Background: an optimization exercise with open tools, aiming at small area, a short achievable clock period and few clock cycles per item. Do not read the settings as production practice. Function was not checked in any run shown here: the RTL went through the layout flow alone. Power figures rest on the tool's default switching activity, not on a simulated workload.

## flow/design.v (module list and top-level ports; edited modules follow where they fit)
// module scope_index_unit: 1195 lines
module scope_index_unit (
    input  wire        clk,
    input  wire        rst,           
    input  wire        start,
    input  wire [2:0]  cfg_scope,
    input  wire [11:0] cfg_width_m1,  
    input  wire        s_valid,
    output wire        s_ready,
    input  wire [31:0] s_data,        
    output reg         m_valid,
    input  wire        m_ready,
    output reg  [2:0]  m_mask,        
    output reg  [21:0] m_addr0,
    output reg  [21:0] m_addr1,
    output reg  [21:0] m_addr2
);
  // ...
==> flow/flow/run.sh <==
#!/bin/bash
# Own layout flow: the standard synthesis, then a netlist pass that re-assigns the
# polarity of the full-adder cells (and of gates that have a complemented twin) so that
# fewer inverters are needed (flow/polarity.py; registers and their names are untouched),
# then the standard layout, with the port buffers made of buf_4 cells and the delay
# cells (clkdlybuf4s*, dlygate*, dlymetal*) kept out of the layout's buffering.
# Each tool's output goes to a log file in this folder.
set -euo pipefail
R=$PWD/orfs/results/$FLOW_PLATFORM/scope_index_unit/base
LIB=$FLOW_HOME/platforms/$FLOW_PLATFORM/lib/sky130_fd_sc_hd__tt_025C_1v80.lib
bash standard.sh "$R/1_2_yosys.v" > synth.log 2>&1
cp "$R/1_2_yosys.v" "$R/1_2_yosys_standard.v"
python3 flow/polarity.py "$LIB" "$R/1_2_yosys_standard.v" "$R/1_2_yosys.v" > polarity.log 2>&1
DONT_USE="sky130_fd_sc_hd__probe_p_8 sky130_fd_sc_hd__probec_p_8 sky130_fd_sc_hd__lpflow_bleeder_1 sky130_fd_sc_hd__lpflow_clkbufkapwr_1 sky130_fd_sc_hd__lpflow_clkbufkapwr_16 sky130_fd_sc_hd__lpflow_clkbufkapwr_2 sky130_fd_sc_hd__lpflow_clkbufkapwr_4 sky130_fd_sc_hd__lpflow_clkbufkapwr_8 sky130_fd_sc_hd__lpflow_clkinvkapwr_1 sky130_fd_sc_hd__lpflow_clkinvkapwr_16 sky130_fd_sc_hd__lpflow_clkinvkapwr_2 sky130_fd_sc_hd__lpflow_clkinvkapwr_4 sky130_fd_sc_hd__lpflow_clkinvkapwr_8 sky130_fd_sc_hd__lpflow_decapkapwr_12 sky130_fd_sc_hd__lpflow_decapkapwr_3 sky130_fd_sc_hd__lpflow_decapkapwr_4 sky130_fd_sc_hd__lpflow_decapkapwr_6 sky130_fd_sc_hd__lpflow_decapkapwr_8 sky130_fd_sc_hd__lpflow_inputiso0n_1 sky130_fd_sc_hd__lpflow_inputiso0p_1 sky130_fd_sc_hd__lpflow_inputiso1n_1 sky130_fd_sc_hd__lpflow_inputiso1p_1 sky130_fd_sc_hd__lpflow_inputisolatch_1 sky130_fd_sc_hd__lpflow_isobufsrc_1 sky130_fd_sc_hd__lpflow_isobufsrc_16 sky130_fd_sc_hd__lpflow_isobufsrc_2 sky130_fd_sc_hd__lpflow_isobufsrc_4 sky130_fd_sc_hd__lpflow_isobufsrc_8 sky130_fd_sc_hd__lpflow_isobufsrckapwr_16 sky130_fd_sc_hd__lpflow_lsbuf_lh_hl_isowell_tap_1 sky130_fd_sc_hd__lpflow_lsbuf_lh_hl_isowell_tap_2 sky130_fd_sc_hd__lpflow_lsbuf_lh_hl_isowell_tap_4 sky130_fd_sc_hd__lpflow_lsbuf_lh_isowell_4 sky130_fd_sc_hd__lpflow_lsbuf_lh_isowell_tap_1 sky130_fd_sc_hd__lpflow_lsbuf_lh_isowell_tap_2 sky130_fd_sc_hd__lpflow_lsbuf_lh_isowell_tap_4  sky130_fd_sc_hd__clkdlybuf4s15_1 sky130_fd_sc_hd__clkdlybuf4s15_2 sky130_fd_sc_hd__clkdlybuf4s18_1 sky130_fd_sc_hd__clkdlybuf4s18_2 sky130_fd_sc_hd__clkdlybuf4s25_1 sky130_fd_sc_hd__clkdlybuf4s25_2 sky130_fd_sc_hd__clkdlybuf4s50_1 sky130_fd_sc_hd__clkdlybuf4s50_2 sky130_fd_sc_hd__dlygate4sd1_1 sky130_fd_sc_hd__dlygate4sd2_1 sky130_fd_sc_hd__dlygate4sd3_1 sky130_fd_sc_hd__dlymetal6s2s_1 sky130_fd_sc_hd__dlymetal6s4s_1 sky130_fd_sc_hd__dlymetal6s6s_1"
bash standard.sh "BUFFER_PORTS_ARGS=-buffer_cell sky130_fd_sc_hd__buf_4" "DONT_USE_CELLS=$DONT_USE" finish > layout.log 2>&1
==> flow/flow/polarity.py <==
#!/usr/bin/env python3
"""Re-assign the polarity of full-adder cells in a Yosys gate-level netlist so that
fewer inverters are needed.  A full adder is self-dual: FA(~a,~b,~c) = (~sum, ~cout),
so flipping a full adder inverts both its inputs and its outputs.  Inverter chains are
collapsed, a flip assignment that needs few inverters is searched for, and one
inverter is put back per net that still needs its complement.
usage: polarity.py LIB in.v out.v"""
import re, sys
from collections import defaultdict

lib, src, dst = sys.argv[1:4]

# pin directions from the liberty file
dirs = {}
area = {}
cur = None
for line in open(lib):
    m = re.match(r'\s*cell\s*\(\s*"?([\w]+)"?\s*\)', line)
    if m: cur = m.group(1); dirs[cur] = {}; pin = None; continue
    m = re.match(r'\s*area\s*:\s*([\d.]+)', line)
    if m and cur and cur not in area: area[cur] = float(m.group(1)); continue
    m = re.match(r'\s*pin\s*\(\s*"?(\w+)"?\s*\)', line)
    if m and cur: pin = m.group(1); continue
    m = re.match(r'\s*direction\s*:\s*"?(\w+)"?', line)
    if m and cur: dirs[cur][pin] = m.group(1)

text = re.sub(r"\(\*.*?\*\)", "", open(src).read(), flags=re.S)
mstart = text.index("module ")
hdr_end = text.index(");", mstart) + 2
header, body = text[:hdr_end], text[hdr_end:]
body = body[:body.rindex("endmodule")]
stmts = [s.strip() for s in body.split(";") if s.strip()]

decls, assigns, cells = [], [], []
inst_re = re.compile(r'^(\S+)\s+(\S+)\s*\((.*)\)$', re.S)
pin_re = re.compile(r'\.(\w+)\s*\((.*?)\)\s*(?:,|$)', re.S)
ports = set()
for s in stmts:
    if s.startswith(("wire", "input", "output", "inout", "reg")):
        decls.append(s)
        if s.startswith(("input", "output", "inout")):
            for n in re.findall(r'([\\\w$\[\]\.]+)\s*$', s): ports.add(n)
            m = re.match(r'(input|output|inout)\s*(\[[^\]]*\])?\s*(.*)$', s, re.S)
            nm = m.group(3).strip(); rng = m.group(2)
            if rng:
                hi, lo = [int(x) for x in rng[1:-1].split(":")]
                for i in range(min(hi, lo), max(hi, lo) + 1): ports.add(f"{nm}[{i}]")
            ports.add(nm)
        continue
    if s.startswith("assign"):
        assigns.append(s); continue
    m = inst_re.match(s)
    assert m, s[:200]
    typ, name, pins = m.group(1), m.group(2), m.group(3)
    conns = {p: n.strip() for p, n in pin_re.findall(pins)}
    cells.append([typ, name, conns])

def is_inv(t): return re.match(r'sky130_fd_sc_hd__(clk)?inv_\d+$', t) is not None
def is_fa(t): return re.match(r'sky130_fd_sc_hd__fa_\d+$', t) is not None
def outs(t): return [p for p, d in dirs[t].items() if d == "output"]

PAIRS = [("and2", "nand2"), ("or2", "nor2"), ("and3", "nand3"), ("or3", "nor3"),
         ("and4", "nand4"), ("or4", "nor4"), ("xor2", "xnor2"), ("xor3", "xnor3"),
         ("and2b", "nand2b"), ("or2b", "nor2b"), ("and3b", "nand3b"), ("or3b", "nor3b"),
         ("and4b", "nand4b"), ("or4b", "nor4b"), ("mux2", "mux2i"),
         ("a21o", "a21oi"), ("a21bo", "a21boi"), ("a211o", "a211oi"), ("a22o", "a22oi"),
         ("a31o", "a31oi"), ("a32o", "a32oi"), ("a41o", "a41oi"), ("a221o", "a221oi"),
         ("a2111o", "a2111oi"), ("a311o", "a311oi"), ("a2bb2o", "a2bb2oi"),
         ("o21a", "o21ai"), ("o211a", "o211ai"), ("o22a", "o22ai"), ("o31a", "o31ai"),
         ("o32a", "o32ai"), ("o41a", "o41ai"), ("o221a", "o221ai"), ("o2111a", "o2111ai"),
         ("o311a", "o311ai"), ("o21ba", "o21bai"), ("o2bb2a", "o2bb2ai")]
comp = {}
for a_, b_ in PAIRS: comp[a_] = b_; comp[b_] = a_
def complement(t):
    m = re.match(r'sky130_fd_sc_hd__(\w+?)_(\d+)$', t)
    if not m or m.group(1) not in comp: return None
    base, sz = comp[m.group(1)], m.group(2)
    for z in (sz, "1", "2", "0", "4"):
        c = f"sky130_fd_sc_hd__{base}_{z}"
        if c in dirs and c in area:
            o1 = outs(t); o2 = outs(c)
            if len(o1) != 1 or len(o2) != 1: return None
            ins1 = sorted(p for p, d in dirs[t].items() if d == "input")
            ins2 = sorted(p for p, d in dirs[c].items() if d == "input")
            if ins1 != ins2: return None
            return c
    return None

assign_nets = set()
for a in assigns:
    for n in re.findall(r"[\\\w$][\w$\[\]\.\\]*", a[6:]):
        assign_nets.add(n)

driver = {}
for ci, (typ, name, conns) in enumerate(cells):
    for p in outs(typ):
        if p in conns: driver[conns[p]] = (ci, p)

# inverters that can be removed: not touching ports or assigns
removable = set()
for ci, (typ, name, conns) in enumerate(cells):
    if is_inv(typ):
        a, y = conns["A"], conns["Y"]
        if a in ports or y in ports or a in assign_nets or y in assign_nets: continue
        if a.startswith("1'b") or a.startswith("1'h"): continue
        removable.add(ci)

def root(n):
    p = 0
    seen = 0
    while n in driver and driver[n][0] in removable:
        n = cells[driver[n][0]][2]["A"]; p ^= 1; seen += 1
        assert seen < 100
    return n, p

# loads: (cell index, pin) of non-removable cells
loads = defaultdict(list)   # root -> list of (ci, pin, parity)
for ci, (typ, name, conns) in enumerate(cells):
    if ci in removable: continue
    for p, n in conns.items():
        if dirs[typ].get(p) == "input":
            r, par = root(n)
            loads[r].append((ci, p, par))
# roots that feed ports/assigns through removable inverters cannot happen (excluded above)

fas = [ci for ci, c in enumerate(cells) if is_fa(c[0])]
fa_set = set(fas)
cmp_cells = {}
for ci, (typ, name, conns) in enumerate(cells):
    if ci in removable: continue
    c = complement(typ)
    if c is None: continue
    o = conns.get(outs(typ)[0])
    if o is None or o in ports or o in assign_nets: continue
    cmp_cells[ci] = c
flip = defaultdict(int)
INV = area["sky130_fd_sc_hd__inv_1"]

def need(r, ci, par):
    d = driver.get(r)
    fd = flip[d[0]] if d else 0
    return par ^ fd ^ (flip[ci] if ci in fa_set else 0)

def cost(r):
    if r.startswith("1'b") or r.startswith("1'h"): return 0
    return 1 if any(need(r, ci, par) for ci, p, par in loads[r]) else 0

def touched(ci):
    typ, name, conns = cells[ci]
    rs = set()
    for p in ("A", "B", "CIN"): rs.add(root(conns[p])[0])
    for p in ("SUM", "COUT"):
        if p in conns: rs.add(conns[p])
    return rs

base = sum(cost(r) for r in list(loads))
rootcache = {}
def dcell(ci):
    t = cells[ci][0]
    return area[cmp_cells[ci]] - area[t] if flip[ci] == 0 else area[t] - area[cmp_cells[ci]]
improved = True; it = 0
while improved and it < 50:
    improved = False; it += 1
    for ci in fas:
        rs = touched(ci)
        before = sum(cost(r) for r in rs)
        flip[ci] ^= 1
        after = sum(cost(r) for r in rs)
        if after < before: improved = True
        else: flip[ci] ^= 1
    for ci in cmp_cells:
        typ, name, conns = cells[ci]
        r = conns[outs(typ)[0]]
        before = cost(r) * INV
        d = dcell(ci)
        flip[ci] ^= 1
        after = cost(r) * INV + d
        if after < before - 1e-9: improved = True
        else: flip[ci] ^= 1
final = sum(cost(r) for r in list(loads))
ninv = len(removable)
sys.stderr.write(f"inverters: {ninv} removable, needed before {base}, after {final}, flipped {sum(flip[c] for c in fas)} of {len(fas)} full adders\n")

# rewrite
new_cells = []
extra_decl = []
k = 0
inv_of = {}
for r, ls in loads.items():
    for ci, p, par in ls:
        n = need(r, ci, par)
        if r.startswith("1'b"):
            cells[ci][2][p] = r if not n else ("1'b1" if r == "1'b0" else "1'b0")
            continue
        if n:
            if r not in inv_of:
                k += 1; w = f"_polinv_{k}_"
                inv_of[r] = w
                extra_decl.append(f"wire {w}")
                nl = sum(1 for c2, p2, q2 in ls if need(r, c2, q2))
                size = 1 if nl <= 3 else 2 if nl <= 8 else 4
                new_cells.append([f"sky130_fd_sc_hd__inv_{size}", f"_polinv_cell_{k}_", {"A": r, "Y": w}])
            cells[ci][2][p] = inv_of[r]
        else:
            cells[ci][2][p] = r
for ci, c in cmp_cells.items():
    if flip[ci]:
        typ, name, conns = cells[ci]
        o1 = outs(typ)[0]; o2 = outs(c)[0]
        net = conns.pop(o1); conns[o2] = net
        cells[ci][0] = c
sys.stderr.write(f"complemented {sum(1 for ci in cmp_cells if flip[ci])} of {len(cmp_cells)} gates\n")
out = [header, ""]
def esc(n): return n + " " if n.startswith("\\") else n
for d in decls: out.append("  " + d + " ;")
for d in extra_decl: out.append("  " + d + ";")
for ci, (typ, name, conns) in enumerate(cells):
    if ci in removable: continue
    out.append(f"  {typ} {name} (" + ", ".join(f".{p}({esc(n)})" for p, n in conns.items()) + ");")
for typ, name, conns in new_cells:
    out.append(f"  {typ} {name} (" + ", ".join(f".{p}({esc(n)})" for p, n in conns.items()) + ");")
for a in assigns: out.append("  " + a + " ;")
out.append("endmodule")
open(dst, "w").write("\n".join(out) + "\n")
==> flow/standard.sh <==
#!/bin/bash
# synth_recipe.tcl (not shown) runs the flow's synth.tcl, then flattens the netlist and writes it again
# the make line also repeats each setting of config.mk as NAME=value (left out here)
make -C /OpenROAD-flow-scripts/flow DESIGN_CONFIG=/design/flow/config.mk WORK_HOME=/design/flow/orfs CLKGATE_MAP_FILE= SYNTH_SCRIPT=/design/flow/synth_recipe.tcl "${@:-finish}"
==> flow/config.mk <==
export PLATFORM = sky130hd
export DESIGN_NAME = scope_index_unit
export DESIGN_NICKNAME = scope_index_unit
export VERILOG_FILES = /design/flow/design.v
export SDC_FILE = /design/flow/constraint.sdc
export NUM_CORES = 4
export LEC_CHECK = 0
export CAP_MARGIN = 80
export CORE_MARGIN = 2
export CORE_UTILIZATION = 40
export SLEW_MARGIN = 80
==> flow/constraint.sdc <==
create_clock -name core_clock -period 28.0 [get_ports {clk}]
set_input_delay 5.6000 -clock core_clock [delete_from_list [all_inputs] [get_ports {clk}]]
set_output_delay 5.6000 -clock core_clock [all_outputs]
set_load 0.01 [all_outputs]
==> run summary, run 1 <==
gr busiest metal=met2; Clock power frac=0.167; die area=roughly 0.066 mm^2; Clock buf/inv share=0.0304; WP buf/inv=9; layout cell share with drive strength beyond 1=0.194; non-clock buffer share of cell area=0.0714; Worst path most repeated cell=fa_1; Hold Path Stages=0; cell internal pwr=around 1.2 mW; Layout clock buffers=38; Detailed Place HPWL=61800 um; fin. max-slew vios=0; vias after detailed routing=19700; final worst-path setup slack=between 20000 and 25000 ps; most common cell after layout, fill and taps aside=fa_1; pre-CTS setup slack=20930 ps; top flop regs=i_d: 24 flops, k_d: 24 flops; cell area after synthesis=0.0256 mm^2; R2R depth=30; Buffers, non-clock=~320; diode count=0; TritonCTS clock tree=built; CTS HTree Levels=1; Max VDD drop=between 0.00006 and 0.00007 V; GRT Total Usage=0.231; status=complete, no violations; Worst EP required=around 28000 ps; syn avg cell area=a little over 10 um^2; clk pwr=between 0.3 and 0.4 mW
==> inputs of run 2 (changes only) <==
--- a/flow/design.v
+++ b/flow/design.v
@@ -100,198 +100,203 @@
             m_valid <= p_v;
             o_e <= !p_v;
         end else begin
             k_v <= k_v || accept;
             s_rdy <= !(k_v || accept);
         end
     end
     reg [8:0] du, dv;         
+    reg [8:0] dun, dvn;       
     reg [7:0] g;
+    wire [8:0] du_d = {1'b0, i_d[7:0]} - {1'b0, i_d[15:8]};
+    wire [8:0] dv_d = {1'b0, i_d[23:16]} - {1'b0, i_d[15:8]};
     always @(posedge clk) begin
         if (adv) begin
-            du <= {1'b0, i_d[7:0]} - {1'b0, i_d[15:8]};
-            dv <= {1'b0, i_d[23:16]} - {1'b0, i_d[15:8]};
-            g  <= i_d[15:8];
+            du  <= du_d;
+            dv  <= dv_d;
+            dun <= ~du_d;
+            dvn <= ~dv_d;
+            g   <= i_d[15:8];
         end
     end
     wire [7:0] r = du[7:0] + g;
     wire [7:0] b = dv[7:0] + g;
     wire xa_s_1 = ~(du[8]);
     wire xa_s_2 = xa_s_1 ^ dv[8];
     wire xa_s_3 = xa_s_1 & dv[8];
     wire xa_s_4 = ~(du[8] ^ dv[6]);
     wire xa_s_5 = du[8] | dv[6];
     wire xa_s_6 = ~(dv[7]);
-    wire xa_s_7 = ~dv[8] ^ dv[4];
-    wire xa_s_8 = ~dv[8] & dv[4];
+    wire xa_s_7 = dvn[8] ^ dv[4];
+    wire xa_s_8 = dvn[8] & dv[4];
     wire xa_s_9 = ~(dv[5]);
     wire xa_s_10 = dv[6] ^ dv[2];
     wire xa_s_11 = dv[6] & dv[2];
     wire xa_s_12 = dv[7] ^ dv[3];
     wire xa_s_13 = dv[7] & dv[3];
-    wire xa_s_14 = ~(~dv[8] ^ dv[4]);
-    wire xa_s_15 = ~dv[8] | dv[4];
+    wire xa_s_14 = ~(dvn[8] ^ dv[4]);
+    wire xa_s_15 = dvn[8] | dv[4];
     wire xa_s_16 = du[0] ^ dv[5];
     wire xa_s_17 = du[0] & dv[5];
     wire xa_s_18 = du[1] ^ dv[6];
     wire xa_s_19 = du[1] & dv[6];
     wire xa_s_20 = du[2] ^ dv[7];
     wire xa_s_21 = du[2] & dv[7];
-    wire xa_s_22 = ~(du[3] ^ ~dv[8]);
-    wire xa_s_23 = du[3] | ~dv[8];
+    wire xa_s_22 = ~(du[3] ^ dvn[8]);
+    wire xa_s_23 = du[3] | dvn[8];
     wire xa_s_24 = ~(du[4]);
     wire xa_s_25 = xa_s_2 ^ dv[5];
     wire xa_s_26 = xa_s_2 & dv[5];
     wire xa_s_27 = xa_s_3 ^ xa_s_4 ^ dv[2];
     wire xa_s_28 = (xa_s_3 & xa_s_4) | (dv[2] & (xa_s_3 ^ xa_s_4));
     wire xa_s_29 = xa_s_5 ^ xa_s_6 ^ dv[3];
     wire xa_s_30 = (xa_s_5 & xa_s_6) | (dv[3] & (xa_s_5 ^ xa_s_6));
     wire xa_s_31 = dv[7] ^ xa_s_7 ^ dv[0];
     wire xa_s_32 = (dv[7] & xa_s_7) | (dv[0] & (dv[7] ^ xa_s_7));
     wire xa_s_33 = xa_s_8 ^ xa_s_9 ^ dv[1];
     wire xa_s_34 = (xa_s_8 & xa_s_9) | (dv[1] & (xa_s_8 ^ xa_s_9));
-    wire xa_s_35 = dv[5] ^ xa_s_10 ^ ~dv[0];
-    wire xa_s_36 = (dv[5] & xa_s_10) | (~dv[0] & (dv[5] ^ xa_s_10));
-    wire xa_s_37 = xa_s_11 ^ xa_s_12 ^ ~dv[1];
-    wire xa_s_38 = (xa_s_11 & xa_s_12) | (~dv[1] & (xa_s_11 ^ xa_s_12));
-    wire xa_s_39 = xa_s_13 ^ xa_s_14 ^ ~dv[2];
-    wire xa_s_40 = (xa_s_13 & xa_s_14) | (~dv[2] & (xa_s_13 ^ xa_s_14));
-    wire xa_s_41 = xa_s_15 ^ xa_s_16 ^ ~dv[3];
-    wire xa_s_42 = (xa_s_15 & xa_s_16) | (~dv[3] & (xa_s_15 ^ xa_s_16));
-    wire xa_s_43 = xa_s_17 ^ xa_s_18 ^ ~dv[4];
-    wire xa_s_44 = (xa_s_17 & xa_s_18) | (~dv[4] & (xa_s_17 ^ xa_s_18));
-    wire xa_s_45 = xa_s_19 ^ xa_s_20 ^ ~dv[5];
-    wire xa_s_46 = (xa_s_19 & xa_s_20) | (~dv[5] & (xa_s_19 ^ xa_s_20));
-    wire xa_s_47 = xa_s_21 ^ xa_s_22 ^ ~dv[6];
-    wire xa_s_48 = (xa_s_21 & xa_s_22) | (~dv[6] & (xa_s_21 ^ xa_s_22));
-    wire xa_s_49 = xa_s_23 ^ xa_s_24 ^ ~dv[7];
-    wire xa_s_50 = (xa_s_23 & xa_s_24) | (~dv[7] & (xa_s_23 ^ xa_s_24));
+    wire xa_s_35 = dv[5] ^ xa_s_10 ^ dvn[0];
+    wire xa_s_36 = (dv[5] & xa_s_10) | (dvn[0] & (dv[5] ^ xa_s_10));
+    wire xa_s_37 = xa_s_11 ^ xa_s_12 ^ dvn[1];
+    wire xa_s_38 = (xa_s_11 & xa_s_12) | (dvn[1] & (xa_s_11 ^ xa_s_12));
+    wire xa_s_39 = xa_s_13 ^ xa_s_14 ^ dvn[2];
+    wire xa_s_40 = (xa_s_13 & xa_s_14) | (dvn[2] & (xa_s_13 ^ xa_s_14));
+    wire xa_s_41 = xa_s_15 ^ xa_s_16 ^ dvn[3];
+    wire xa_s_42 = (xa_s_15 & xa_s_16) | (dvn[3] & (xa_s_15 ^ xa_s_16));
+    wire xa_s_43 = xa_s_17 ^ xa_s_18 ^ dvn[4];
+    wire xa_s_44 = (xa_s_17 & xa_s_18) | (dvn[4] & (xa_s_17 ^ xa_s_18));
+    wire xa_s_45 = xa_s_19 ^ xa_s_20 ^ dvn[5];
+    wire xa_s_46 = (xa_s_19 & xa_s_20) | (dvn[5] & (xa_s_19 ^ xa_s_20));
+    wire xa_s_47 = xa_s_21 ^ xa_s_22 ^ dvn[6];
+    wire xa_s_48 = (xa_s_21 & xa_s_22) | (dvn[6] & (xa_s_21 ^ xa_s_22));
+    wire xa_s_49 = xa_s_23 ^ xa_s_24 ^ dvn[7];
+    wire xa_s_50 = (xa_s_23 & xa_s_24) | (dvn[7] & (xa_s_23 ^ xa_s_24));
     wire xa_s_51 = du[4] ^ du[5] ^ dv[8];
     wire xa_s_52 = (du[4] & du[5]) | (dv[8] & (du[4] ^ du[5]));
     wire xa_s_53 = ~(du[6]);
     wire xa_s_54 = ~(du[7]);
-    wire xa_s_55 = ~(~du[8]);
+    wire xa_s_55 = ~(dun[8]);
     wire [16:0] xa_s_a = {du[7], du[6], xa_s_52, xa_s_50, xa_s_48, xa_s_46, xa_s_44, xa_s_42, xa_s_40, xa_s_38, xa_s_36, xa_s_34, xa_s_32, xa_s_30, xa_s_28, xa_s_26, xa_s_25};
     wire [16:0] xa_s_b = {xa_s_55, xa_s_54, xa_s_53, xa_s_51, xa_s_49, xa_s_47, xa_s_45, xa_s_43, xa_s_41, xa_s_39, xa_s_37, xa_s_35, xa_s_33, xa_s_31, xa_s_29, xa_s_27, dv[1]};
     wire [16:0] xa_s = xa_s_a + xa_s_b;
     wire [7:0] xa = xa_s[16:9];
-    wire is_vsa_g0 = is_vsa_c0 & ~du[2];
+    wire is_vsa_g0 = is_vsa_c0 & dun[2];
     wire is_vsa_g1 = ~is_vsa_c1 & dv[5];
     wire is_vsa_g2 = is_vsa_c2 & dv[0];
-    wire is_vsa_g3 = ~is_vsa_c3 & ~du[3];
+    wire is_vsa_g3 = ~is_vsa_c3 & dun[3];
     wire is_vsa_g4 = is_vsa_c0 & dv[6];
     wire is_vsa_g5 = ~is_vsa_c1 & dv[1];
-    wire is_wfl_g6 = is_wfl_c0 & ~du[7];
-    wire is_vsa_g7 = is_vsa_c2 & ~du[4];
+    wire is_wfl_g6 = is_wfl_c0 & dun[7];
+    wire is_vsa_g7 = is_vsa_c2 & dun[4];
     wire is_wfl_g8 = ~is_wfl_c1 & du[2];
     wire is_vsa_g9 = ~is_vsa_c3 & du[0];
-    wire is_wfl_g10 = is_wfl_c2 & ~du[0];
+    wire is_wfl_g10 = is_wfl_c2 & dun[0];
     wire is_vsa_g11 = is_vsa_c0 & dv[7];
-    wire is_wfl_g12 = ~is_wfl_c3 & ~dv[6];
+    wire is_wfl_g12 = ~is_wfl_c3 & dvn[6];
     wire is_vsa_g13 = ~is_vsa_c1 & dv[2];
-    wire is_wfl_g14 = is_wfl_c0 & ~dv[4];
-    wire is_wfl_g15 = ~is_wfl_c1 & ~dv[0];
+    wire is_wfl_g14 = is_wfl_c0 & dvn[4];
+    wire is_wfl_g15 = ~is_wfl_c1 & dvn[0];
     wire is_wfl_g16 = is_wfl_c2 & du[8];
-    wire is_vsa_g17 = is_vsa_c2 & ~du[5];
+    wire is_vsa_g17 = is_vsa_c2 & dun[5];
     wire is_wfl_g18 = ~is_wfl_c3 & du[3];
     wire is_vsa_g19 = ~is_vsa_c3 & du[1];
-    wire is_wfl_g20 = is_wfl_c0 & ~du[1];
-    wire is_vsa_g21 = is_vsa_c0 & ~dv[8];
-    wire is_wfl_g22 = ~is_wfl_c1 & ~dv[7];
+    wire is_wfl_g20 = is_wfl_c0 & dun[1];
+    wire is_vsa_g21 = is_vsa_c0 & dvn[8];
+    wire is_wfl_g22 = ~is_wfl_c1 & dvn[7];
     wire is_vsa_g23 = ~is_vsa_c1 & dv[3];
-    wire is_wfl_g24 = is_wfl_c2 & ~dv[5];
-    wire is_wfl_g25 = ~is_wfl_c3 & ~dv[1];
+    wire is_wfl_g24 = is_wfl_c2 & dvn[5];
+    wire is_wfl_g25 = ~is_wfl_c3 & dvn[1];
     wire is_wfl_g26 = is_wfl_c0 & du[4];
-    wire is_vsa_g27 = is_vsa_c2 & ~du[6];
-    wire is_vsb_g28 = is_vsb_c0 & ~du[6];
-    wire is_wfl_g29 = ~is_wfl_c1 & ~du[2];
+    wire is_vsa_g27 = is_vsa_c2 & dun[6];
+    wire is_vsb_g28 = is_vsb_c0 & dun[6];
+    wire is_wfl_g29 = ~is_wfl_c1 & dun[2];
     wire is_vsa_g30 = ~is_vsa_c3 & du[2];
     wire is_vsb_g31 = ~is_vsb_c1 & du[4];
     wire is_vsb_g32 = is_vsb_c2 & du[2];
     wire is_wfl_g33 = is_wfl_c2 & dv[8];
     wire is_vsa_g34 = is_vsa_c0 & dv[4];
-    wire is_vsb_g35 = ~is_vsb_c3 & ~du[0];
+    wire is_vsb_g35 = ~is_vsb_c3 & dun[0];
     wire is_vsb_g36 = is_vsb_c0 & dv[8];
-    wire is_wfl_g37 = ~is_wfl_c3 & ~dv[2];
+    wire is_wfl_g37 = ~is_wfl_c3 & dvn[2];
     wire is_vsb_g38 = ~is_vsb_c1 & dv[4];
     wire is_vsb_g39 = is_vsb_c2 & dv[0];
     wire is_wfl_g40 = is_wfl_c0 & du[5];
-    wire is_vsa_g41 = ~is_vsa_c1 & ~du[7];
-    wire is_vsb_g42 = ~is_vsb_c3 & ~du[7];
-    wire is_wfl_g43 = ~is_wfl_c1 & ~du[3];
+    wire is_vsa_g41 = ~is_vsa_c1 & dun[7];
+    wire is_vsb_g42 = ~is_vsb_c3 & dun[7];
+    wire is_wfl_g43 = ~is_wfl_c1 & dun[3];
     wire is_vsa_g44 = is_vsa_c2 & du[3];
     wire is_vsb_g45 = is_vsb_c0 & du[5];
     wire is_vsb_g46 = ~is_vsb_c1 & du[3];
-    wire is_vsb_g47 = is_vsb_c2 & ~du[1];
-    wire is_wfl_g48 = is_wfl_c2 & ~dv[3];
+    wire is_vsb_g47 = is_vsb_c2 & dun[1];
+    wire is_wfl_g48 = is_wfl_c2 & dvn[3];
     wire is_vsb_g49 = ~is_vsb_c3 & dv[5];
     wire is_vsb_g50 = is_vsb_c0 & dv[1];
     wire is_wfl_g51 = ~is_wfl_c3 & du[6];
     wire is_vsa_g52 = ~is_vsa_c3 & du[8];
     wire is_vsb_g53 = ~is_vsb_c1 & du[8];
-    wire is_wfl_g54 = is_wfl_c0 & ~du[4];
+    wire is_wfl_g54 = is_wfl_c0 & dun[4];
     wire is_vsa_g55 = is_vsa_c0 & du[4];
     wire is_vsb_g56 = is_vsb_c2 & du[6];
-    wire is_vsb_g57 = ~is_vsb_c3 & ~du[2];
+    wire is_vsb_g57 = ~is_vsb_c3 & dun[2];
     wire is_vsb_g58 = is_vsb_c0 & dv[6];
     wire is_vsb_g59 = ~is_vsb_c1 & dv[2];
-    wire is_vsb_g60 = is_vsb_c2 & ~dv[0];
+    wire is_vsb_g60 = is_vsb_c2 & dvn[0];
     wire is_wfl_g61 = ~is_wfl_c1 & du[7];
     wire is_vsa_g62 = ~is_vsa_c1 & du[5];
     wire is_vsb_g63 = ~is_vsb_c3 & du[7];
-    wire is_wfl_g64 = is_wfl_c2 & ~du[5];
-    wire is_vsb_g65 = is_vsb_c0 & ~du[3];
+    wire is_wfl_g64 = is_wfl_c2 & dun[5];
+    wire is_vsb_g65 = is_vsb_c0 & dun[3];
     wire is_wfl_g66 = ~is_wfl_c3 & du[0];
     wire is_vsb_g67 = ~is_vsb_c1 & dv[7];
     wire is_wfl_g68 = is_wfl_c0 & dv[0];
     wire is_vsb_g69 = is_vsb_c2 & dv[3];
-    wire is_vsb_g70 = ~is_vsb_c3 & ~dv[1];
-    wire is_wfl_g71 = ~is_wfl_c1 & ~du[8];
+    wire is_vsb_g70 = ~is_vsb_c3 & dvn[1];
+    wire is_wfl_g71 = ~is_wfl_c1 & dun[8];
     wire is_vsa_g72 = is_vsa_c2 & du[6];
-    wire is_vsb_g73 = is_vsb_c0 & ~du[8];
-    wire is_wfl_g74 = is_wfl_c2 & ~du[6];
-    wire is_vsb_g75 = ~is_vsb_c1 & ~du[4];
+    wire is_vsb_g73 = is_vsb_c0 & dun[8];
+    wire is_wfl_g74 = is_wfl_c2 & dun[6];
+    wire is_vsb_g75 = ~is_vsb_c1 & dun[4];
     wire is_wfl_g76 = ~is_wfl_c3 & du[1];
-    wire is_vsb_g77 = is_vsb_c2 & ~dv[8];
+    wire is_vsb_g77 = is_vsb_c2 & dvn[8];
     wire is_wfl_g78 = is_wfl_c0 & dv[1];
-    wire is_vsb_g79 = ~is_vsb_c3 & ~dv[2];
+    wire is_vsb_g79 = ~is_vsb_c3 & dvn[2];
     wire is_vsa_g80 = ~is_vsa_c3 & du[7];
-    wire is_vsb_g81 = is_vsb_c0 & ~du[5];
-    wire is_vsb_g82 = ~is_vsb_c1 & ~dv[3];
+    wire is_vsb_g81 = is_vsb_c0 & dun[5];
+    wire is_vsb_g82 = ~is_vsb_c1 & dvn[3];
     wire is_wfl_g83 = ~is_wfl_c1 & dv[2];
-    wire is_vsa_g84 = is_vsa_c0 & ~du[8];
+    wire is_vsa_g84 = is_vsa_c0 & dun[8];
     wire is_vsb_g85 = is_vsb_c2 & du[0];
-    wire is_vsa_g86 = ~is_vsa_c1 & ~du[0];
+    wire is_vsa_g86 = ~is_vsa_c1 & dun[0];
     wire is_wfl_g87 = is_wfl_c2 & dv[3];
-    wire is_vsb_g88 = ~is_vsb_c3 & ~dv[4];
+    wire is_vsb_g88 = ~is_vsb_c3 & dvn[4];
     wire is_vsb_g89 = is_vsb_c0 & du[1];
-    wire is_vsa_g90 = is_vsa_c2 & ~du[1];
+    wire is_vsa_g90 = is_vsa_c2 & dun[1];
     wire is_wfl_g91 = ~is_wfl_c3 & dv[4];
-    wire is_vsb_g92 = ~is_vsb_c1 & ~dv[5];
+    wire is_vsb_g92 = ~is_vsb_c1 & dvn[5];
     wire is_wfl_g93 = is_wfl_c0 & dv[5];
-    wire is_vsb_g94 = is_vsb_c2 & ~dv[6];
+    wire is_vsb_g94 = is_vsb_c2 & dvn[6];
     wire is_wfl_g95 = ~is_wfl_c1 & dv[6];
-    wire is_vsb_g96 = ~is_vsb_c3 & ~dv[7];
+    wire is_vsb_g96 = ~is_vsb_c3 & dvn[7];
     wire is_wfl_g97 = is_wfl_c2 & dv[7];
-    wire is_vsa_g98 = ~is_vsa_c3 & ~dv[0];
-    wire is_wfl_g99 = ~is_wfl_c3 & ~dv[8];
-    wire is_vsa_g100 = is_vsa_c0 & ~dv[1];
+    wire is_vsa_g98 = ~is_vsa_c3 & dvn[0];
+    wire is_wfl_g99 = ~is_wfl_c3 & dvn[8];
+    wire is_vsa_g100 = is_vsa_c0 & dvn[1];
     wire is_wfl_g101 = is_wfl_c0 & g[0];
-    wire is_vsa_g102 = ~is_vsa_c1 & ~dv[2];
+    wire is_vsa_g102 = ~is_vsa_c1 & dvn[2];
     wire is_wfl_g103 = ~is_wfl_c1 & g[1];
-    wire is_vsa_g104 = is_vsa_c2 & ~dv[3];
+    wire is_vsa_g104 = is_vsa_c2 & dvn[3];
     wire is_wfl_g105 = is_wfl_c2 & g[2];
-    wire is_vsa_g106 = ~is_vsa_c3 & ~dv[4];
+    wire is_vsa_g106 = ~is_vsa_c3 & dvn[4];
     wire is_wfl_g107 = ~is_wfl_c3 & g[3];
-    wire is_vsa_g108 = is_vsa_c0 & ~dv[5];
+    wire is_vsa_g108 = is_vsa_c0 & dvn[5];
     wire is_wfl_g109 = is_wfl_c0 & g[4];
     wire is_wfl_g110 = ~is_wfl_c1 & g[5];
-    wire is_vsa_g111 = ~is_vsa_c1 & ~dv[6];
-    wire is_vsa_g112 = is_vsa_c2 & ~dv[7];
+    wire is_vsa_g111 = ~is_vsa_c1 & dvn[6];
+    wire is_vsa_g112 = is_vsa_c2 & dvn[7];
     wire is_wfl_g113 = is_wfl_c2 & g[6];
     wire is_wfl_g114 = ~is_wfl_c3 & g[7];
     wire is_vsa_g115 = ~is_vsa_c3 & dv[8];
     wire [24:0] sh_c = ({25{is_wfl}} & 25'd27488460) | ({25{is_vsa}} & 25'd31174329) | ({25{is_vsb}} & 25'd8784832);
     wire sh_s_1 = (is_wfl_g6 | is_vsa_g7) ^ (is_wfl_g8 | is_vsa_g9);
     wire sh_s_2 = (is_wfl_g6 | is_vsa_g7) & (is_wfl_g8 | is_vsa_g9);
     wire sh_s_3 = (is_wfl_g16 | is_vsa_g17) ^ (is_wfl_g18 | is_vsa_g19) ^ (is_wfl_g20 | is_vsa_g21);
     wire sh_s_4 = ((is_wfl_g16 | is_vsa_g17) & (is_wfl_g18 | is_vsa_g19)) | ((is_wfl_g20 | is_vsa_g21) & ((is_wfl_g16 | is_vsa_g17) ^ (is_wfl_g18 | is_vsa_g19)));
==> run 2 against run 1 <==
Wire length grew 0.23%. Total power is 12% lower. Critical endpoint is now m_addr2[20]. Core utilization increased by 0.29 points. Largest cell class unchanged. Clock-buffer cell count is 2 lower. Final cell count is 0.94% higher. Fmax grew 5.0%.
==> run summary, run 2 <==
status=complete, no violations; Register Area=around 0.0064 mm^2; pre-CTS setup slack=20850 ps (-83.8 ps); post-route cell area=0.0306 mm^2; static leakage=14.4 nW; Arr. time, crit path=between 1000 and 1500 ps; final worst-path setup slack=21220 ps (+339 ps); first-pass GRT wire length=119000 um; clock latency on the worst-skew pair=approximately 600 ps; Max VDD drop=0.0000539 V (-10%); Worst Hold Class=flip-flop to flip-flop; gr ovfl total=0; Hold-fix buffers, CTS=0; final core occ=0.475; die width=approximately 260 um; MaxCap Viol Count=0; Area growth syn-to-layout=17.6%; CP Class=flip-flop to primary output; final hold vios=0; worst path cell trace=buf_4; most common cell after layout, fill and taps aside=fa_1; HP Start=d_v; global placement routability congestion=about 0.98; total power=about 1.9 mW; vias after detailed routing=19600 (-0.51%); top flop regs=i_d: 24 flops, k_d: 24 flops; Die Ht=259 um; syn avg cell area=10.2 um^2 (+1.3%); Routed WL=around 76000 um; CP max stage delay=430 ps; pwr/cell area=approximately 63 mW/mm^2; placed cell area=a little under 0.03 mm^2; layout net count=3420; Hold EP=d_v; wire per inst=20.7 um; setup TNS=0 ps; TritonCTS Buffers=27; R2R Path End=p_f1[7]; CTS root buf=clkbuf_16; Worst EP required=22400 ps (-5970 ps); Detailed Place HPWL=63000 um (+1.9%); # clock sinks=approximately 230; initial core utilization=0.404; Synth Instances=~2500; Resize count post-CTS=0; Min Clock Period, post-route=around 6800 ps; TritonCTS clock tree=built; area of the multi-input gates=0.0190 mm^2; RSZ-0062 raised after global routing=false; row count=slightly above 90; Setup Buffers After CTS=0; Port Buf Inserts=roughly 110; total I/O pin count=~120; CTS HTree Levels=1 (unchanged); DR vias/cell=5.36; endpoint class of the critical path=primary output; Post-route DRC=0; r2r startpoint=du[0]; vias in the first global route=about 21000; highest-delay cell along the critical path=edfxtp_1; Clk pin slew, worst setup/hold paths=roughly 60 ps; diode count=0 (unchanged); drt initial violations=roughly 1200; die area=0.0672 mm^2 (+1.6%); placed insts=about 3600; largest net degree at the start of global routing=45; initial antenna violation count=1; fin. max-slew vios=0 (unchanged); r2r setup slk=21350 ps; fin cells=around 3700; core region area=between 0.06 and 0.07 mm^2; Setup Skew=just over 20 ps; R2R depth=27 (-10%); cell area after synthesis=0.0260 mm^2 (+1.6%); Top delay family on crit path=flip-flops; Syn Nets=approximately 3200; worst hold margin=468 ps; setup violators final=0; Max Clock Freq=around 0.15 GHz; most frequent cells in the layout=fa_1, nand2_1, inv_1; period utilization=0.242; Clock Path Buffers=3; layout cell share with drive strength beyond 1=0.203 (+0.00897); Layout fillers=just over 6000; Hold Path Stages=2 (+2); CP Launch Type=flip-flop; post-route ant nets=0; GRT Total Usage=0.229 (-0.00210); CP max FO=1; WP buf/inv=1 (-8); warnings from Yosys=1; TritonRoute pass-1 iters=5
## run 2: how the worst max path moves through the flow
stage | endpoint | slack [ps] | start | depth (start not counted)
global route | p_f1[7] | 20920 | du[0] | 27
floorplan | col[0] | 20460 | m_ready | 4
CTS | m_addr2[20] | 21180 | m_addr2[20] | 1
global placement | m_addr0[5] | 20250 | m_ready | 4
finish | m_addr2[20] | 21220 | m_addr2[20] | 1
detailed placement | m_addr0[6] | 20850 | m_ready | 7
## run 2: area by class of cell
type,count,share of cell area
Multi-Input combinational cell,1952,0.621
Sequential cell,232,0.210
Clock buffer,36,0.0245
Clock inverter,14,0.00658
Timing Repair Buffer,319,0.0718
Inverter,252,0.0318
Tap cell,855,0.0349
## run 2: power breakdown
| part | total (mW) | internal, mW | leakage, nW | switching (mW) |
|---|---|---|---|---|
| sequential | 0.484 | 0.437 | 2.42 | 0.0468 |
| clock | 0.379 | 0.227 | 0.467 | 0.153 |
| combinational | 1.06 | 0.447 | 11.5 | 0.611 |
| total | 1.92 | 1.11 | 14.4 | 0.810 |
## run 2: metal layers
| metal | vias to the layer above | track usage | part of all wire |
|---|---|---|---|
| met5 | - | 0 | 0.00017 |
| met4 | 2 | 0.0990 | 0.053 |
| met3 | 192 | 0.0321 | 0.057 |
| met2 | 629 | 0.382 | 0.47 |
| met1 | 9786 | 0.298 | 0.42 |
| li1 | 9010 | - | - |
==> inputs of run 3 (changes only) <==
--- a/flow/config.mk
+++ b/flow/config.mk
@@ -5,7 +5,7 @@
 export SDC_FILE = /design/flow/constraint.sdc
 export NUM_CORES = 4
 export LEC_CHECK = 0
-export CAP_MARGIN = 80
+export CAP_MARGIN = 20
 export CORE_MARGIN = 2
 export CORE_UTILIZATION = 40
 export SLEW_MARGIN = 80
==> run 3 against run 2 <==
Final cell count barely moved. Critical path depth did not move. Clock-buffer cell count rose by 6. Design area fell by 0.13%. Sequential power barely moved. Synthesized area did not move. Global-route usage rose by 0.11 points. Worst setup slack got worse by 17 ps. Core utilization fell by 0.062 points. First-iteration DRC count rose by 11%. Clock power fell by 3%. Total power fell by 0.42%. Largest power group unchanged.
==> run summary, run 3 <==
CP max stage delay=430 ps (about the same); CTS root buf=clkbuf_16; Hold Path Stages=2 (unchanged); Synth Instances=2549 (unchanged); P_sw=0.817 mW (+0.81%); Resize count post-CTS=0 (unchanged); Post-route DRC=0 (unchanged); CTS HTree Levels=1 (unchanged); CP max FO=1 (unchanged); worst path cell trace=buf_4; Area growth syn-to-layout=17.4%; GRT Total Usage=0.230 (+0.00114); logic gate share of total power=0.554 (+0.003); post-route cell area=0.0306 mm^2 (-0.13%); CP Class=flip-flop to primary output; RSZ-0062 raised after global routing=false; pre-CTS setup slack=20850 ps (-3.40 ps); Setup Skew=27.0 ps (+6.28 ps); switch share=0.427 (+0.00520); post-route ant nets=0 (unchanged); diode count=0 (unchanged); # clock sinks=232 (unchanged); layout net count=3420 (unchanged); die area=0.0672 mm^2 (unchanged); DR vias/cell=5.40 (+0.83%); gr ovfl total=0 (unchanged); sequential share of power=0.254 (+0.002); final worst-path setup slack=21200 ps (-17.2 ps); MaxCap Viol Count=0 (unchanged); Worst Hold Class=flip-flop to flip-flop; TritonRoute pass-1 iters=5 (unchanged); vias after detailed routing=19800 (+0.89%); layout cell share with drive strength beyond 1=0.201 (-0.00193); Clock Path Buffers=3 (unchanged); Arr. time, crit path=1200 ps (+20 ps); total power=1.91 mW (-0.42%); cell area after synthesis=0.0260 mm^2 (unchanged); Max VDD drop=0.0000618 V (+15%); Max Clock Freq=0.147 GHz (-0.25%); worst hold margin=456 ps (-11.4 ps); status=complete, no violations; first-pass GRT wire length=120000 um (+0.49%); warnings from Yosys=1 (unchanged); Routed WL=75800 um (+0.18%); vias in the first global route=21000 (+0.30%); global placement routability congestion=0.977 (unchanged); wire per inst=20.7 um (+0.13%); highest-delay cell along the critical path=edfxtp_1; Die Ht=259 um (unchanged); cell internal pwr=1.10 mW (-1.3%); Clk pin slew, worst setup/hold paths=60 ps (about the same); Detailed Place HPWL=62900 um (about the same); CP Depth=1 (unchanged); core region area=0.0645 mm^2 (unchanged); die width=259 um (unchanged); row count=93 (unchanged); setup TNS=0 ps (unchanged); TritonCTS clock tree=built; largest net degree at the start of global routing=45 (unchanged); most frequent cells in the layout=fa_1, nand2_1, inv_1; Top delay family on crit path=flip-flops; top flop regs=i_d: 24 flops, k_d: 24 flops; setup violators final=0 (unchanged); syn avg cell area=10.2 um^2 (unchanged); endpoint class of the critical path=primary output; total I/O pin count=123 (unchanged); Min Clock Period, post-route=6800 ps (+17.2 ps); WP buf/inv=1 (unchanged); TritonCTS Buffers=29 (+7.4%); R2R depth=26 (-3.7%); CP Launch Type=flip-flop; clock latency on the worst-skew pair=600 ps (about the same); initial core utilization=0.404 (unchanged); Clock power frac=0.192 (-0.005); pwr/cell area=62.5 mW/mm^2 (-0.29%); drt initial violations=1365 (+11%); Layout fillers=6016 (-1.1%); period utilization=0.243 (+0.000614); initial antenna violation count=1 (unchanged); Hold-fix buffers, CTS=0 (unchanged); fin. max-slew vios=0 (unchanged); static leakage=14.3 nW (-0.22%); Syn Nets=3185 (unchanged); placed cell area=0.0293 mm^2 (about the same); Worst EP required=22400 ps (about the same); final hold vios=0 (unchanged); Port Buf Inserts=113 (unchanged); most common cell after layout, fill and taps aside=fa_1; Setup Buffers After CTS=0 (unchanged)
==> run 3: per-stage QoR <==
step                      cells  utilization
final                      3662        0.474
after global routing       3662        0.474
after CTS                  3654        0.469
after detailed placement   3600        0.455
after global placement     3430        0.429
after floorplan            2549            -
==> run 3: routing by layer <==
layer	routed length, um	part of all wire	vias to the layer above	track usage
met5	0	0	-	0
met4	3370	0.044	0	0.0873
met3	4020	0.053	159	0.0299
met2	36300	0.48	637	0.389
met1	32100	0.42	9989	0.301
li1	-	-	9008	-
==> run 3: area by class of cell <==
cell class                      count  area [um^2]  area share
Clock buffer                       42          847      0.0277
Tap cell                          855         1070      0.0350
Multi-Input combinational cell   1952        19000       0.621
Inverter                          252          975      0.0319
Sequential cell                   232         6420       0.210
Clock inverter                     12         96.3     0.00315
Timing Repair Buffer              317         2180      0.0713
==> run 3: worst paths after layout <==
kind,start,to,slack [ps]
hold reg to reg,d_v,p_v,460
setup reg to reg,du[4],p_f1[7],21290
setup / recovery,m_addr2[20],m_addr2[20],21200
hold / removal,d_v,p_v,460
==> run 3: power groups by stage <==
stage,Sequential (mW),Clock (mW),Combinational (mW)
finish,0.485,0.368,1.06
CTS,0.487,0.378,1.04
global route,0.491,0.389,1.19
detailed placement,0.494,0,1.03
floorplan,0.490,0,0.689
global placement,0.563,0,0.867
==> inputs of run 4 (changes only) <==
--- a/flow/config.mk
+++ b/flow/config.mk
@@ -5,7 +5,7 @@
 export SDC_FILE = /design/flow/constraint.sdc
 export NUM_CORES = 4
 export LEC_CHECK = 0
-export CAP_MARGIN = 20
+export CAP_MARGIN = 50
 export CORE_MARGIN = 2
 export CORE_UTILIZATION = 40
-export SLEW_MARGIN = 80
+export SLEW_MARGIN = 50
==> run 4 against run 3 <==
Still clean on timing, DRC and antenna. Core utilization down 2.9 points. Fmax fell by 8.5%. Clock skew is 21 ps higher. Combinational power decreased by 15%. Design area fell by 6.2%. Flip-flop and latch count is the same. Sequential share of layout area grew 1.2 points. Largest cell class unchanged.
==> run summary, run 4 <==
setup violators final=0 (unchanged); vias in the first global route=20300 (-3.5%); largest net degree at the start of global routing=82 (+82%); Worst-Margin Slew=roughly 700 ps; Worst path most repeated cell=fa_1; CP max stage delay=800 ps (+370 ps); cell area after synthesis=0.0260 mm^2 (unchanged); endpoint class of the critical path=flip-flop; total power=1.82 mW (-5.0%); total I/O pin count=123 (unchanged); placed insts=3435 (-4.6%); Clock Path Buffers=3 (unchanged); Port Buf Inserts=113 (unchanged); Synth Instances=2549 (unchanged); setup TNS=0 ps (unchanged); most common cell after layout, fill and taps aside=fa_1; CTS HTree Levels=1 (unchanged); die width=259 um (unchanged); global placement routability congestion=0.977 (unchanged); post-route ant nets=0 (unchanged); final hold vios=0 (unchanged); highest-delay cell along the critical path=edfxtp_1; Setup Skew=47.9 ps (+20.9 ps); Resize count post-CTS=0 (unchanged); row count=93 (unchanged); Worst EP required=28360 ps (+5960 ps); TritonCTS clock tree=built; wire per inst=21.3 um (+2.9%); Syn Nets=3185 (unchanged); period utilization=0.265 (+0.0226); Max VDD drop=0.0000560 V (-9.4%); met1 WL=31500 um (-1.7%); CTS root buf=clkbuf_16; Die Ht=259 um (unchanged); TritonCTS Buffers=28 (-3.4%); clock latency on the worst-skew pair=620 ps (+20 ps); RSZ-0062 raised after global routing=false; Hold-fix buffers, CTS=0 (unchanged); Detailed Place HPWL=58400 um (-7.2%); syn avg cell area=10.2 um^2 (unchanged); drt initial violations=1504 (+10%); Area growth syn-to-layout=10.2%; Top delay family on crit path=adder cells; Routed WL=74300 um (-1.9%); top sig layer=met5; core region area=0.0645 mm^2 (unchanged); gr ovfl total=0 (unchanged); CP max FO=9 (+8); TritonRoute pass-1 iters=6 (+1); Post-route DRC=0 (unchanged); static leakage=13.4 nW (-6.6%); layout net count=3248 (-5.0%); Setup Buffers After CTS=0 (unchanged); Arr. time, crit path=7790 ps (+6590 ps); MaxCap Viol Count=0 (unchanged); fin. max-slew vios=0 (unchanged); most frequent cells in the layout=fa_1, nand2_1, inv_1; met2 wire len=35400 um (-2.6%); diode count=0 (unchanged); vias after detailed routing=19000 (-3.9%); warnings from Yosys=1 (unchanged); top flop regs=i_d: 24 flops, k_d: 24 flops; Clk pin slew, worst setup/hold paths=70 ps (about the same); first-pass GRT wire length=117000 um (-2.1%); pwr/cell area=63.3 mW/mm^2 (+1.2%); Worst Hold Class=flip-flop to flip-flop; DR vias/cell=5.45 (+0.91%); WP buf/inv=3 (+2); final worst-path setup slack=20570 ps (-633 ps); Slew Limit Headroom=0.531; Max Clock Freq=0.135 GHz (-8.5%); CP Launch Type=flip-flop; layout cell share with drive strength beyond 1=0.104 (-0.0969); initial core utilization=0.404 (unchanged); pre-CTS setup slack=20530 ps (-313 ps); status=complete, no violations; die area=0.0672 mm^2 (unchanged); fin cells=3489 (-4.7%); Min Clock Period, post-route=7430 ps (+633 ps); final core occ=0.445 (-0.0292); met3 WL=4370 um (+8.7%); # clock sinks=232 (unchanged); GRT Total Usage=0.226 (-0.00367); CP Class=flip-flop to flip-flop; initial antenna violation count=2 (+1)
-- run 4: power breakdown --
group	switching (mW)	leakage, nW	internal (mW)
Combinational	0.505	10.5	0.393
Sequential	0.116	2.41	0.439
Clock	0.157	0.446	0.207
Total	0.778	13.4	1.04
-- run 4: through the flow --
stage	hold slack, ps	instance area [um^2]
global placement	441	27700
global route	488	28700
finish	457	28700
floorplan	329	26000
detailed placement	448	27800
CTS	455	28700
-- run 4: layout make-up --
type	instances	area, um^2
Clock buffer	39	782
Clock inverter	13	139
Fill cell	6132	35800
Inverter	252	956
Multi-Input combinational cell	1952	18300
Sequential cell	232	6370
Tap cell	855	1070
Timing Repair Buffer	146	1060
-- run 4: worst reg2reg max path: cells and delay by family, from the launching register on --
family | cells | cell delay (ps)
adders and majority gates | 7 | 3000
AOI/OAI and AO/OA | 10 | 1970
DFF | 1 | 800
and+or+nand+nor | 4 | 680
buffers and inverters | 3 | 430
xor gates and xnor gates | 1 | 290
-- run 4: per-layer routing --
metal / GRT usage / vias to the layer above
met1: 0.299 / 9596
met3: 0.0267 / 140
li1: - / 8637
met2: 0.383 / 655
met5: 0 / -
met4: 0.0816 / 2
-- run 4: final timing paths --
| kind | start | to | slack (ps) | cells after the start |
|---|---|---|---|---|
| worst max register to register | du[4] | p_m0[6] | 20570 | 25 |
| worst min-delay path | d_v | d_v | 460 | 2 |
| worst max-delay path | du[4] | p_m0[6] | 20570 | 25 |
| worst min register to register | d_v | d_v | 460 | 2 |
==> inputs of run 5 (changes only) <==
--- a/flow/flow/polarity.py
+++ b/flow/flow/polarity.py
@@ -177,6 +177,39 @@
         after = cost(r) * INV + d
         if after < before - 1e-9: improved = True
         else: flip[ci] ^= 1
+# simulated annealing on top of the greedy result (fixed seed: reproducible)
+import random, math
+rng = random.Random(12345)
+movable = fas + list(cmp_cells)
+def move_delta(ci):
+    if ci in fa_set:
+        rs = touched(ci)
+        before = sum(cost(r) for r in rs) * INV
+        flip[ci] ^= 1
+        after = sum(cost(r) for r in rs) * INV
+        flip[ci] ^= 1
+        return after - before
+    typ, name, conns = cells[ci]
+    r = conns[outs(typ)[0]]
+    before = cost(r) * INV
+    d = dcell(ci)
+    flip[ci] ^= 1
+    after = cost(r) * INV + d
+    flip[ci] ^= 1
+    return after - before
+touched_cache = {}
+def total_area():
+    return sum(cost(r) for r in list(loads)) * INV + sum((area[cmp_cells[c]] - area[cells[c][0]]) for c in cmp_cells if flip[c])
+best = total_area(); best_flip = dict(flip); cur = best
+NIT = 300000
+for i in range(NIT):
+    T = 2.0 * (1 - i / NIT) + 0.01
+    ci = movable[rng.randrange(len(movable))]
+    d = move_delta(ci)
+    if d <= 0 or rng.random() < math.exp(-d / T):
+        flip[ci] ^= 1; cur += d
+        if cur < best - 1e-9: best = cur; best_flip = dict(flip)
+flip.clear(); flip.update(best_flip)
 final = sum(cost(r) for r in list(loads))
 ninv = len(removable)
 sys.stderr.write(f"inverters: {ninv} removable, needed before {base}, after {final}, flipped {sum(flip[c] for c in fas)} of {len(fas)} full adders\n")
--- a/flow/config.mk
+++ b/flow/config.mk
@@ -5,7 +5,7 @@
 export SDC_FILE = /design/flow/constraint.sdc
 export NUM_CORES = 4
 export LEC_CHECK = 0
-export CAP_MARGIN = 50
+export CAP_MARGIN = 80
 export CORE_MARGIN = 2
 export CORE_UTILIZATION = 40
-export SLEW_MARGIN = 50
+export SLEW_MARGIN = 80
==> run 5 against run 4 <==
Total power increased by 7.4%. Fmax increased by 9.7%. Wire length decreased by 0.44%. Design area increased by 5.5%. Critical path depth decreased by 24. Sequential power decreased by 13%. Global-route usage decreased by 0.20 points. Largest power group unchanged. Combinational power increased by about 20%. Still clean. Core utilization increased by 2.7 points. Flip-flop and latch count unchanged.
==> run summary, run 5 <==
cell area after synthesis=0.0258 mm^2 (-0.83%); TritonCTS clock tree=built; GRT Total Usage=0.224 (-0.00201); wire per inst=20.6 um (-3.2%); initial core utilization=0.403 (-0.00116); drt initial violations=1335 (-11%); Worst Hold Class=flip-flop to flip-flop; row count=93 (unchanged); first-pass GRT wire length=116000 um (-0.80%); Top delay family on crit path=flip-flops; Detailed Place HPWL=61100 um (+4.6%); setup TNS=0 ps (unchanged); period utilization=0.242 (-0.0235); top flop regs=i_d: 24 flops, k_d: 24 flops; Setup Skew=29.1 ps (-18.8 ps); total I/O pin count=123 (unchanged); R2R depth=26 (+4.0%); Max Clock Freq=0.148 GHz (+9.7%); CTS root buf=clkbuf_16; layout net count=3346 (+3.0%); CP Depth=1 (-96%); Max VDD drop=0.0000519 V (-7.3%); WP buf/inv=1 (-2); Area growth syn-to-layout=17.3%; P_sw=0.829 mW (+6.5%); setup violators final=0 (unchanged); Resize count post-CTS=0 (unchanged); crit path to=m_addr1[13]; core region area=0.0641 mm^2 (-0.54%); cell internal pwr=1.12 mW (+8.1%); die area=0.0666 mm^2 (-0.81%); Worst EP required=22400 ps (-5960 ps); DR vias/cell=5.44 (-0.26%); static leakage=14.3 nW (+6.6%); RSZ-0062 raised after global routing=false; placed cell area=0.0289 mm^2 (+4.3%); warnings from Yosys=1 (unchanged); post-route cell area=0.0303 mm^2 (+5.5%); fin. max-slew vios=0 (unchanged); layout cell share with drive strength beyond 1=0.205 (+0.101); TritonCTS Buffers=29 (+3.6%); final hold vios=0 (unchanged); largest net degree at the start of global routing=41 (-50%); Die Ht=258 um (-0.41%); Clk pin slew, worst setup/hold paths=60 ps (about the same); CP Launch Type=flip-flop; Setup Buffers After CTS=0 (unchanged); Hold-fix buffers, CTS=0 (unchanged); Min Clock Period, post-route=6770 ps (-659 ps); worst path cell trace=buf_4; r2r startpoint=du[2]; Post-route DRC=0 (unchanged); switch share=0.425 (-0.00373); R2R Path End=p_m0[6]; pwr/cell area=64.4 mW/mm^2 (+1.8%); r2r setup slk=21240 ps (+670 ps); Syn Nets=3125 (-1.9%); CP Class=flip-flop to primary output; # clock sinks=232 (unchanged); status=complete, no violations; die width=258 um (-0.41%); syn avg cell area=10.4 um^2 (+1.6%); CTS HTree Levels=1 (unchanged); highest-delay cell along the critical path=edfxtp_1; TritonRoute pass-1 iters=5 (-1); vias in the first global route=20600 (+1.8%); CP max stage delay=400 ps (-400 ps); Arr. time, crit path=1170 ps (-6620 ps); post-route ant nets=0 (unchanged); logic gate share of total power=0.551 (+0.057); Routed WL=74000 um (-0.44%); diode count=0 (unchanged); Synth Instances=2489 (-2.4%); endpoint class of the critical path=primary output; clock latency on the worst-skew pair=600 ps (-20 ps); sequential share of power=0.248 (-0.058); Clock power frac=0.201 (about the same); global placement routability congestion=0.969 (-0.82%); initial antenna violation count=1 (-1); Port Buf Inserts=113 (unchanged); vias after detailed routing=19500 (+2.6%); gr ovfl total=0 (unchanged); CP max FO=1 (-8); Worst Setup SP=m_addr1[13]; MaxCap Viol Count=0 (unchanged); most frequent cells in the layout=fa_1, nand2_1, ha_1; Clock Path Buffers=3 (unchanged); most common cell after layout, fill and taps aside=fa_1
==> run 5: worst min path at each step <==
| stage | endpoint | from | cells after the start |
|---|---|---|---|
| floorplan | is_vsa_c3 | is_vsa_c1 | 0 |
| global placement | g[4] | i_d[12] | 0 |
| detailed placement | is_wfl_c2 | is_wfl_c0 | 0 |
| CTS | is_wfl_c2 | is_wfl_c0 | 0 |
| global route | is_wfl_c2 | is_wfl_c0 | 0 |
| finish | is_wfl_c2 | is_wfl_c0 | 0 |
==> run 5: power groups by stage <==
| stage | Sequential (mW) | Clock [mW] | Combinational, mW |
|---|---|---|---|
| 6_report | 0.484 | 0.393 | 1.08 |
| 3_5_place_dp | 0.491 | 0 | 1.04 |
| 2_1_floorplan | 0.491 | 0 | 0.687 |
| 3_3_place_gp | 0.564 | 0 | 0.868 |
| 4_1_cts | 0.484 | 0.401 | 1.05 |
| 5_1_grt | 0.491 | 0.412 | 1.20 |
==> run 5: through the flow <==
stage	power [mW]	setup slack, ps	hold WS, ps	util	instances
after floorplan	1.18	20460	329	-	2489
after global placement	1.43	19720	434	0.428	3367
after detailed placement	1.53	20730	433	0.451	3526
after CTS	1.93	21180	439	0.467	3580
after global routing	2.10	20870	442	0.472	3588
final	1.95	21230	441	0.472	3588
==> run 5: cell type report <==
class | count | area (um^2)
clock buffers | 38 | 810
clock inverters | 16 | 191
fillers | 5817 | 33800
inverters | 192 | 747
multi-input cells | 1952 | 19000
flip-flops and latches | 232 | 6450
well taps | 855 | 1070
repair buffers | 303 | 2040
==> run 5: metal layers <==
metal / wire length, um / GRT usage / up-vias / share of wire
met1: 30900 / 0.294 / 9868 / 0.42
met2: 36000 / 0.383 / 662 / 0.49
met4: 2790 / 0.0727 / 2 / 0.038
li1: - / - / 8851 / -
met5: 2 / 0 / - / 0.000027
met3: 4260 / 0.0305 / 136 / 0.058

## what the ideal ports hide
The results above use ideal ports. As a check the final layouts listed here were re-extracted and re-timed, cells and wires unchanged. Step 1 sets driving cells, clkbuf_16 on the clock port and buf_2 on the other inputs (assumed; they add their load-dependent delay and slew). Step 2 also shifts input and output timing later by t, the mid clock arrival at the registers, as if the neighbouring blocks saw the same clock. Slacks: ideal / step 1 / step 2; pairs: ideal / step 1.
run | t, ns | slack for setup (ns) | hold WS [ns]
run 1 | 0.639 | 20.881 / 20.881 / 20.881 | 0.456 / 0.456 / 0.456
run 2 | 0.639 | 21.219 / 21.156 / 20.708 | 0.468 / 0.468 / 0.468
run 3 | 0.647 | 21.202 / 21.141 / 20.704 | 0.456 / 0.456 / 0.456
run 4 | 0.653 | 20.570 / 20.570 / 20.477 | 0.457 / 0.457 / 0.457
run 5 | 0.652 | 21.229 / 21.166 / 20.602 | 0.441 / 0.441 / 0.441
After both steps setup and hold are still met in every run listed. The setup slack of run 5, which loses most, moves by -0.063 ns with the drivers and by -0.627 ns with both steps.
